Background: an optimization exercise with open tools, aiming at small area. Do not read the settings as production practice.
No functional check of the RTL was part of this run.
Power figures rest on the tool's default switching activity, not on a simulated workload.

--- flow/design.v ---
module gnx_tx (
    input  wire       clk,
    input  wire       rst,
    input  wire       in_valid,
    output wire       in_ready,
    input  wire [7:0] in_data,
    input  wire       in_last,
    output reg        out_valid,
    input  wire       out_ready,
    output reg  [7:0] out_data,
    output reg        out_last
);
    localparam S_CH      = 3'd0;
    localparam S_CMD     = 3'd1;
    localparam S_PRE     = 3'd2;
    localparam S_COLLECT = 3'd3;
    localparam S_GRP     = 3'd4;
    localparam S_CKS     = 3'd5;
    localparam S_END     = 3'd6;
    localparam S_DROP    = 3'd7;
    reg [2:0] state;
    reg [7:0] ch;
    reg [7:0] cmd;
    reg [7:0] grp [0:6];    
    reg [3:0] cnt;          
    reg [3:0] idx;          
    reg       last_seen;    
    reg [7:0] cks;
    wire slot_free = !out_valid || out_ready;
    reg [7:0] hdr;
    integer j;
    always @(*) begin
        hdr = 8'h00;
        for (j = 0; j < 7; j = j + 1)
            if (j < cnt)
                hdr[6-j] = grp[j][7];
    end
    reg [7:0] pre_byte;
    always @(*) begin
        case (idx)
            4'd0:    pre_byte = 8'hF0;
            4'd1:    pre_byte = 8'h00;
            4'd2:    pre_byte = 8'h00;
            4'd3:    pre_byte = 8'h10;
            4'd4:    pre_byte = ch;
            4'd5:    pre_byte = 8'h56;
            default: pre_byte = cmd;
        endcase
    end
    wire [7:0] grp_byte = (idx == 4'd0) ? hdr : {1'b0, grp[idx-1][6:0]};
    assign in_ready = (state == S_CH) || (state == S_CMD) ||
                      (state == S_COLLECT) || (state == S_DROP);
    wire take = in_valid && in_ready;
    always @(posedge clk) begin
        if (rst) begin
            state     <= S_CH;
            out_valid <= 1'b0;
            out_data  <= 8'h00;
            out_last  <= 1'b0;
            ch        <= 8'h00;
            cmd       <= 8'h00;
            cnt       <= 4'd0;
            idx       <= 4'd0;
            last_seen <= 1'b0;
            cks       <= 8'h00;
        end else begin
            if (out_valid && out_ready)
                out_valid <= 1'b0;
            case (state)
                S_CH: if (take) begin
                    ch <= in_data;
                    if (!in_last)
                        state <= S_CMD;
                end
                S_CMD: if (take) begin
                    cmd <= in_data;
                    if (ch[7] || in_data[7]) begin
                        state <= in_last ? S_CH : S_DROP;
                    end else begin
                        state     <= S_PRE;
                        idx       <= 4'd0;
                        cks       <= 8'h00;
                        last_seen <= in_last;
                    end
                end
                S_PRE: if (slot_free) begin
                    out_valid <= 1'b1;
                    out_data  <= pre_byte;
                    out_last  <= 1'b0;
                    if (idx != 4'd0)
                        cks <= cks ^ pre_byte;
                    if (idx == 4'd6) begin
                        cnt   <= 4'd0;
                        state <= last_seen ? S_CKS : S_COLLECT;
                    end else begin
                        idx <= idx + 4'd1;
                    end
                end
                S_COLLECT: if (take) begin
                    grp[cnt[2:0]] <= in_data;
                    cnt           <= cnt + 4'd1;
                    if (in_last || cnt == 4'd6) begin
                        last_seen <= in_last;
                        idx       <= 4'd0;
                        state     <= S_GRP;
                    end
                end
                S_GRP: if (slot_free) begin
                    out_valid <= 1'b1;
                    out_data  <= grp_byte;
                    out_last  <= 1'b0;
                    cks       <= cks ^ grp_byte;
                    if (idx == cnt) begin
                        cnt   <= 4'd0;
                        state <= last_seen ? S_CKS : S_COLLECT;
                    end else begin
                        idx <= idx + 4'd1;
                    end
                end
                S_CKS: if (slot_free) begin
                    out_valid <= 1'b1;
                    out_data  <= cks;
                    out_last  <= 1'b0;
                    state     <= S_END;
                end
                S_END: if (slot_free) begin
                    out_valid <= 1'b1;
                    out_data  <= 8'hF7;
                    out_last  <= 1'b1;
                    state     <= S_CH;
                end
                S_DROP: if (take && in_last)
                    state <= S_CH;
                default: state <= S_CH;
            endcase
        end
    end
endmodule
module gnx_rx (
    input  wire       clk,
    input  wire       rst,
    input  wire       in_valid,
    output wire       in_ready,
    input  wire [7:0] in_data,
    input  wire       in_last,
    output reg        out_valid,
    input  wire       out_ready,
    output reg  [7:0] out_data,
    output reg        out_last,
    output reg  [2:0] out_status
);
    localparam ST_OK        = 3'd0;
    localparam ST_MALFORMED = 3'd1;
    localparam ST_CHECKSUM  = 3'd2;
    localparam ST_NOTDEV    = 3'd3;
    localparam ST_PACK      = 3'd4;
    reg       fin;           
    reg [3:0] idx;           
    reg [7:0] d1, d2;        
    reg       bad;           
    reg       idbad;         
    reg       packbad;       
    reg [7:0] cks;           
    reg [3:0] gpos;          
    reg [6:0] hdr;           
    reg [7:0] pend;          
    wire slot_free = !out_valid || out_ready;
    assign in_ready = !fin && slot_free;
    wire take = in_valid && in_ready;
    wire       wire_now = take && (idx == 4'd9);
    wire       is_hdr   = (gpos == 4'd0);
    wire [2:0] lane     = gpos[2:0] - 3'd1;
    wire [7:0] raw      = {hdr[3'd6 - lane], d2[6:0]};
    reg tail_bad;
    always @(*) begin
        case (gpos)
            4'd0: tail_bad = 1'b0;
            4'd1: tail_bad = 1'b1;
            4'd2: tail_bad = hdr[5:0] != 6'd0;
            4'd3: tail_bad = hdr[4:0] != 5'd0;
            4'd4: tail_bad = hdr[3:0] != 4'd0;
            4'd5: tail_bad = hdr[2:0] != 3'd0;
            4'd6: tail_bad = hdr[1:0] != 2'd0;
            4'd7: tail_bad = hdr[0]   != 1'b0;
            default: tail_bad = 1'b0;
        endcase
    end
    reg [2:0] status;
    always @(*) begin
        if (bad)
            status = ST_MALFORMED;
        else if (cks != 8'h00)
            status = ST_CHECKSUM;
        else if (idbad)
            status = ST_NOTDEV;
        else if (packbad || tail_bad)
            status = ST_PACK;
        else
            status = ST_OK;
    end
    always @(posedge clk) begin
        if (rst) begin
            fin        <= 1'b0;
            idx        <= 4'd0;
            d1         <= 8'h00;
            d2         <= 8'h00;
            bad        <= 1'b0;
            idbad      <= 1'b0;
            packbad    <= 1'b0;
            cks        <= 8'h00;
            gpos       <= 4'd0;
            hdr        <= 7'h00;
            pend       <= 8'h00;
            out_valid  <= 1'b0;
            out_data   <= 8'h00;
            out_last   <= 1'b0;
            out_status <= 3'd0;
        end else begin
            if (out_valid && out_ready)
                out_valid <= 1'b0;
            if (fin) begin
                if (slot_free) begin
                    out_valid  <= 1'b1;
                    out_data   <= pend;
                    out_last   <= 1'b1;
                    out_status <= status;
                    fin        <= 1'b0;
                    idx        <= 4'd0;
                    bad        <= 1'b0;
                    idbad      <= 1'b0;
                    packbad    <= 1'b0;
                    cks        <= 8'h00;
                    gpos       <= 4'd0;
                end
            end else if (take) begin
                d1 <= in_data;
                d2 <= d1;
                if (idx != 4'd9)
                    idx <= idx + 4'd1;
                if (in_last) begin
                    fin <= 1'b1;
                    if (idx < 4'd8 || in_data != 8'hF7)
                        bad <= 1'b1;
                end else begin
                    if (idx == 4'd0) begin
                        if (in_data != 8'hF0)
                            bad <= 1'b1;
                    end else begin
                        if (in_data[7])
                            bad <= 1'b1;
                        cks <= cks ^ in_data;
                    end
                    case (idx)
                        4'd1, 4'd2: if (in_data != 8'h00) idbad <= 1'b1;
                        4'd3:       if (in_data != 8'h10) idbad <= 1'b1;
                        4'd4:       pend <= in_data;
                        4'd5:       if (in_data != 8'h56) idbad <= 1'b1;
                        4'd6: begin
                            out_valid  <= 1'b1;
                            out_data   <= pend;
                            out_last   <= 1'b0;
                            out_status <= ST_OK;
                            pend       <= in_data;
                        end
                        default: ;
                    endcase
                end
                if (wire_now) begin
                    if (is_hdr) begin
                        hdr  <= d2[6:0];
                        gpos <= 4'd1;
                    end else begin
                        out_valid  <= 1'b1;
                        out_data   <= pend;
                        out_last   <= 1'b0;
                        out_status <= ST_OK;
                        pend       <= raw;
                        gpos       <= (gpos == 4'd7) ? 4'd0 : gpos + 4'd1;
                    end
                end
            end
        end
    end
endmodule
module gnx_link (
    input  wire       clk,
    input  wire       rst,
    input  wire       tx_in_valid,
    output wire       tx_in_ready,
    input  wire [7:0] tx_in_data,
    input  wire       tx_in_last,
    output wire       tx_out_valid,
    input  wire       tx_out_ready,
    output wire [7:0] tx_out_data,
    output wire       tx_out_last,
    input  wire       rx_in_valid,
    output wire       rx_in_ready,
    input  wire [7:0] rx_in_data,
    input  wire       rx_in_last,
    output wire       rx_out_valid,
    input  wire       rx_out_ready,
    output wire [7:0] rx_out_data,
    output wire       rx_out_last,
    output wire [2:0] rx_out_status
);
    gnx_tx u_tx (
        .clk(clk), .rst(rst),
        .in_valid(tx_in_valid), .in_ready(tx_in_ready), .in_data(tx_in_data), .in_last(tx_in_last),
        .out_valid(tx_out_valid), .out_ready(tx_out_ready), .out_data(tx_out_data),
        .out_last(tx_out_last)
    );
    gnx_rx u_rx (
        .clk(clk), .rst(rst),
        .in_valid(rx_in_valid), .in_ready(rx_in_ready), .in_data(rx_in_data), .in_last(rx_in_last),
        .out_valid(rx_out_valid), .out_ready(rx_out_ready), .out_data(rx_out_data),
        .out_last(rx_out_last), .out_status(rx_out_status)
    );
endmodule
--- flow/run.sh ---
#!/bin/bash
# synth_recipe.tcl (not shown) runs the flow's synth.tcl, then flattens the netlist and writes it again
# the make line also repeats each setting of config.mk as NAME=value (left out here)
make -C /OpenROAD-flow-scripts/flow DESIGN_CONFIG=/design/flow/config.mk WORK_HOME=/design/flow/orfs CLKGATE_MAP_FILE= SYNTH_SCRIPT=/design/flow/synth_recipe.tcl finish
--- flow/config.mk ---
export PLATFORM = sky130hd
export DESIGN_NAME = gnx_link
export DESIGN_NICKNAME = gnx_link
export VERILOG_FILES = /design/flow/design.v
export SDC_FILE = /design/flow/constraint.sdc
export NUM_CORES = 4
export LEC_CHECK = 0
export CAP_MARGIN = 20
export CORE_MARGIN = 2
export CORE_UTILIZATION = 40
export SLEW_MARGIN = 20
--- flow/constraint.sdc ---
create_clock -name core_clock -period 5.0 [get_ports {clk}]
set_input_delay 1.0000 -clock core_clock [delete_from_list [all_inputs] [get_ports {clk}]]
set_output_delay 1.0000 -clock core_clock [all_outputs]
set_load 0.01 [all_outputs]
==> flow_summary.yaml <==
global_route:
  overall_routing_resource_usage: 0.194
  globalRoute.totalOverflow: 0
  first_pass_grt_wire_length_microns: 33400
  largest_net_degree_at_the_start_of_global_routing: 78
  initial_antenna_violation_count: 0
  first_global_vias: 6164
floorplanning:
  initial_core_util: 0.409
  core.rowCount: 52
  die-height_microns: 148
  chipWidth_microns: 148
  die_area_sq_um: 21900
  boundaryPins: 49
  floorplan.core_area_sq_um: 20300
synthesis:
  seq_area_frac_synth: 0.485
  synth-edff-count: 63
  mappedNetlistArea_sq_um: 8310
  async_reset_ff_frac: 0
  yosys.cell_types.count: 87
  syn-instance-count: 869
  synthesis.area_per_instance_sq_um: 9.56
  count_of_synthesis_stage_warnings_from_yosys: 2
  synth.ff_latch_count: 170
  synth_ff_type: "dfxtp_1"
  mappedNetlistNets: 909
setup_path:
  timing.critical_path.to_type: "output pin"
  critical_path_buf_inv_count: 2
  critical-path-top-delay-family: "buffers and inverters"
  required_time_at_the_worst_slack_endpoint_ns: 4.00
  worstPathArrival_ns: 2.22
  crit_path_frequent_cell: "clkdlybuf4s50_1"
  worst-setup-path-type: "in -> out"
  slowest_stage: "clkdlybuf4s50_1"
  crit_path_start_kind: "input port"
  largest_stage_delay_on_the_critical_path_ns: 0.55
  cp_max_fo: 3
  cp_cell_sequence: "clkdlybuf4s50_1 > nor2b_1 > nor2_1 > clkdlybuf4s50_1"
timing:
  finalHoldWorstSlack_ns: 0.454
  period_share: 0.644
  final.setup_skew_ns: 0.0123
  timing_max_transition_violations_final: 0
  maximum_achievable_frequency_ghz: 0.310
  rsz_0062_raised_after_global_routing: "false"
  worst_pin_slew_ns: 0.987
  period_minus_slack_ns: 3.22
  tns_ns: 0
  relSlewSlack: 0.337
  hold_viol: 0
  setup_viol: 0
cts:
  cts.root.buffer_cell: "clkbuf_16"
  ctsHoldBuffers: 0
  clk_pin_slew_ns: 0.07
  max-clock-path-buffers: 2
  deepest_level_of_the_cts_h_tree: 4
  latest_clock_arrival_within_the_worst_skew_pair_ns: 0.43
  tritoncts_num_sinks: 170
  cts_inserted_buffers: 17
  post_cts_setup_repair_buffer_count: 0
  post_cts_resize_count: 0
  tritoncts_clock_tree: "yes"
finish:
  areaGrowthSynthToFinish_pct: 14.9
  fill_cells: 1919
  core_occupancy_in_the_finished_layout: 0.470
  seqCellArea_sq_um: 4030
  insertedDiodeCount: 0
  final_non_filler_cell_area_sq_um: 9550
  final_net_count: 930
  multi_input_comb_area_sq_um: 3920
  layout-drive-gt1-share: 0.0808
status:
  outcome: "no timing/DRC/antenna violations"
routing:
  average_wire_per_standard_cell_microns: 17.7
  route.vias.total: 6575
  drt.antenna.violating_nets: 0
  firstDrtPassIters: 5
  detail_route.drc_violations: 0
  drt_first_iter_violations: 632
  postRouteWirelength_microns: 20800
  viasPerCell: 5.61
flow_run:
  max-cap-violations: 0
place:
  place.gp.congestion: 0.866
  hpwl_microns: 14400
  numPortBuffers: 48
  dpl_cell_area_sq_um: 8950
worst_hold_path:
  holdCritPathClass: "reg -> reg"
power:
  p_leak_nw: 3.24
  power.density_nw_per_um2: 380
  vdd.ir_drop.worst_mv: 0.296
layout by cell type (no fill, tap or decap), types with 4 or more instances in the layout:
| master | netlist | layout |
|---|---|---|
| a31oi_1 | 7 | 7 |
| a21o_1 | 4 | 4 |
| o311ai_0 | 5 | 5 |
| nand3b_1 | 8 | 8 |
| mux4_1 | 9 | 9 |
| nor3b_1 | 5 | 5 |
| xor2_1 | 15 | 15 |
| a211oi_1 | 16 | 16 |
| dfxtp_1 | 107 | 107 |
| o21ai_0 | 33 | 33 |
| buf_4 | 3 | 12 |
| mux2i_1 | 21 | 21 |
| nor3_1 | 15 | 15 |
| o22ai_1 | 9 | 9 |
| clkdlybuf4s50_1 | 0 | 47 |
| or4_1 | 4 | 4 |
| nand4_1 | 10 | 10 |
| a211o_1 | 4 | 4 |
| nor2b_1 | 8 | 8 |
| ha_1 | 16 | 16 |
| clkbuf_16 | 0 | 18 |
| edfxtp_1 | 63 | 63 |
| nand3_1 | 26 | 26 |
| and3_1 | 5 | 5 |
| a21oi_1 | 79 | 79 |
| mux4_2 | 4 | 4 |
| inv_1 | 22 | 22 |
| o21ai_1 | 4 | 4 |
| nor4_1 | 9 | 9 |
| nand2b_1 | 9 | 9 |
| nor2_1 | 86 | 86 |
| inv_6 | 0 | 4 |
| nand2_1 | 130 | 130 |
cells in the mapped netlist, drive strengths merged (5+ instances only):
cell,n,area [sq um]
a211oi,17,133
mux2i,21,210
nand3,26,130
clkbuf,37,141
nand2b,9,56.3
and3,5,31.3
buf,20,116
nor4,9,56.3
xor2,15,131
dfxtp,107,2140
o311ai,6,52.6
edfxtp,63,1890
nand3b,8,60.1
o22ai,9,56.3
nor2b,8,50.1
nand2,130,488
a21oi,80,404
nor3,16,91.3
a31oi,8,56.3
nor2,87,329
mux4,13,327
o21ai,39,203
nand4,11,75.1
ha,16,200
nor3b,8,87.6
inv,24,90.1
through the flow:
step / setup slack [ns] / instances / total power, mW
detailed placement: 1.54 / 1141 / 2.33
global placement: 1.61 / 1141 / 2.33
global route: 1.61 / 1173 / 3.79
floorplan: 2.34 / 869 / 2.10
finish: 1.78 / 1173 / 3.63
CTS: 1.77 / 1173 / 3.65
routing by layer:
metal  GRT usage  routed length [microns]  vias to the layer above
met5           0                        0                        -
met3      0.0439                     1060                       24
met2       0.312                     9950                      206
met4      0.0671                      412                        0
met1       0.258                     9370                     3137
li1            -                        -                     3208
state kept, by name, indices dropped and copies added (netlist names), 4 cells and up:
name	cells
u_tx.cnt	4
u_rx.d1	7
u_tx.idx	4
u_tx.ch	8
u_rx.pend	8
u_rx.out_data	8
u_tx.grp	63
u_rx.cks	8
u_tx.out_data	8
u_rx.idx	4
u_tx.cks	8
u_rx.gpos	4
u_tx.cmd	8
u_rx.hdr	7
u_rx.d2	7
power breakdown:
group	switching [mW]	internal, mW	leakage, nW
registers	0.0835	1.50	1.43
logic	0.437	0.281	1.51
clock network	0.630	0.698	0.296
kinds of logic after synthesis:
family	Yosys count	synth area share
flops	170	0.485
fa+ha+maj	16	0.0241
xor+xnor	15	0.0158
compound gates	212	0.169
simple gates	336	0.193
mux	38	0.0700
buf+inv	82	0.0423
final timing paths:
| check | startpoint | endpoint | slack [ns] | cells past startpoint |
|---|---|---|---|---|
| hold / removal | u_tx.ch[0]$_SDFFE_PP0P_ | u_tx.ch[0]$_SDFFE_PP0P_ | 0.45 | 2 |
| hold reg to reg | u_tx.ch[0]$_SDFFE_PP0P_ | u_tx.ch[0]$_SDFFE_PP0P_ | 0.45 | 2 |
| setup reg to reg | u_tx.idx[0]$_SDFFE_PP0P_ | u_tx.cks[5]$_SDFFE_PP0P_ | 1.83 | 8 |
| setup / recovery | rx_out_ready | rx_in_ready | 1.78 | 4 |
layout make-up:
class / instances / share of cell area
multi-input cells: 617 / 0.411
clock inverters: 14 / 0.0157
repair buffers: 59 / 0.0587
flip-flops and latches: 170 / 0.422
inverters: 25 / 0.00983
well taps: 270 / 0.0354
clock buffers: 18 / 0.0472
worst min-delay path, stage by stage, from the launching register on:
cell	delay, ns
dfxtp_1	0.31
nand2_1	0.05
a21oi_1	0.05

[what the ideal ports hide]
No port has a modelled driver above. Below, the same layout with a new extraction and two added sets of constraints.
Step 1: set_driving_cell puts a clkbuf_16 on clk and a buf_2 on each other input, an assumption about the parent block.
Step 2 moves the port delays by t, midway between the first and last clock arrival at a register: inputs arrive t later, outputs are due t later. That takes back most of the time a late clock gives input paths.
a / b / c = ideal ports / drivers / drivers and shift; a / b = the first two.
t (ns): 0.466
setup slack, ns: 1.779 / 1.755 / 1.525
worst data-port slew with drivers (ns): 0.04
After both steps this run still meets setup and hold. For this run, drivers alone change the setup slack by -0.024 ns; drivers and shift together by -0.254 ns.
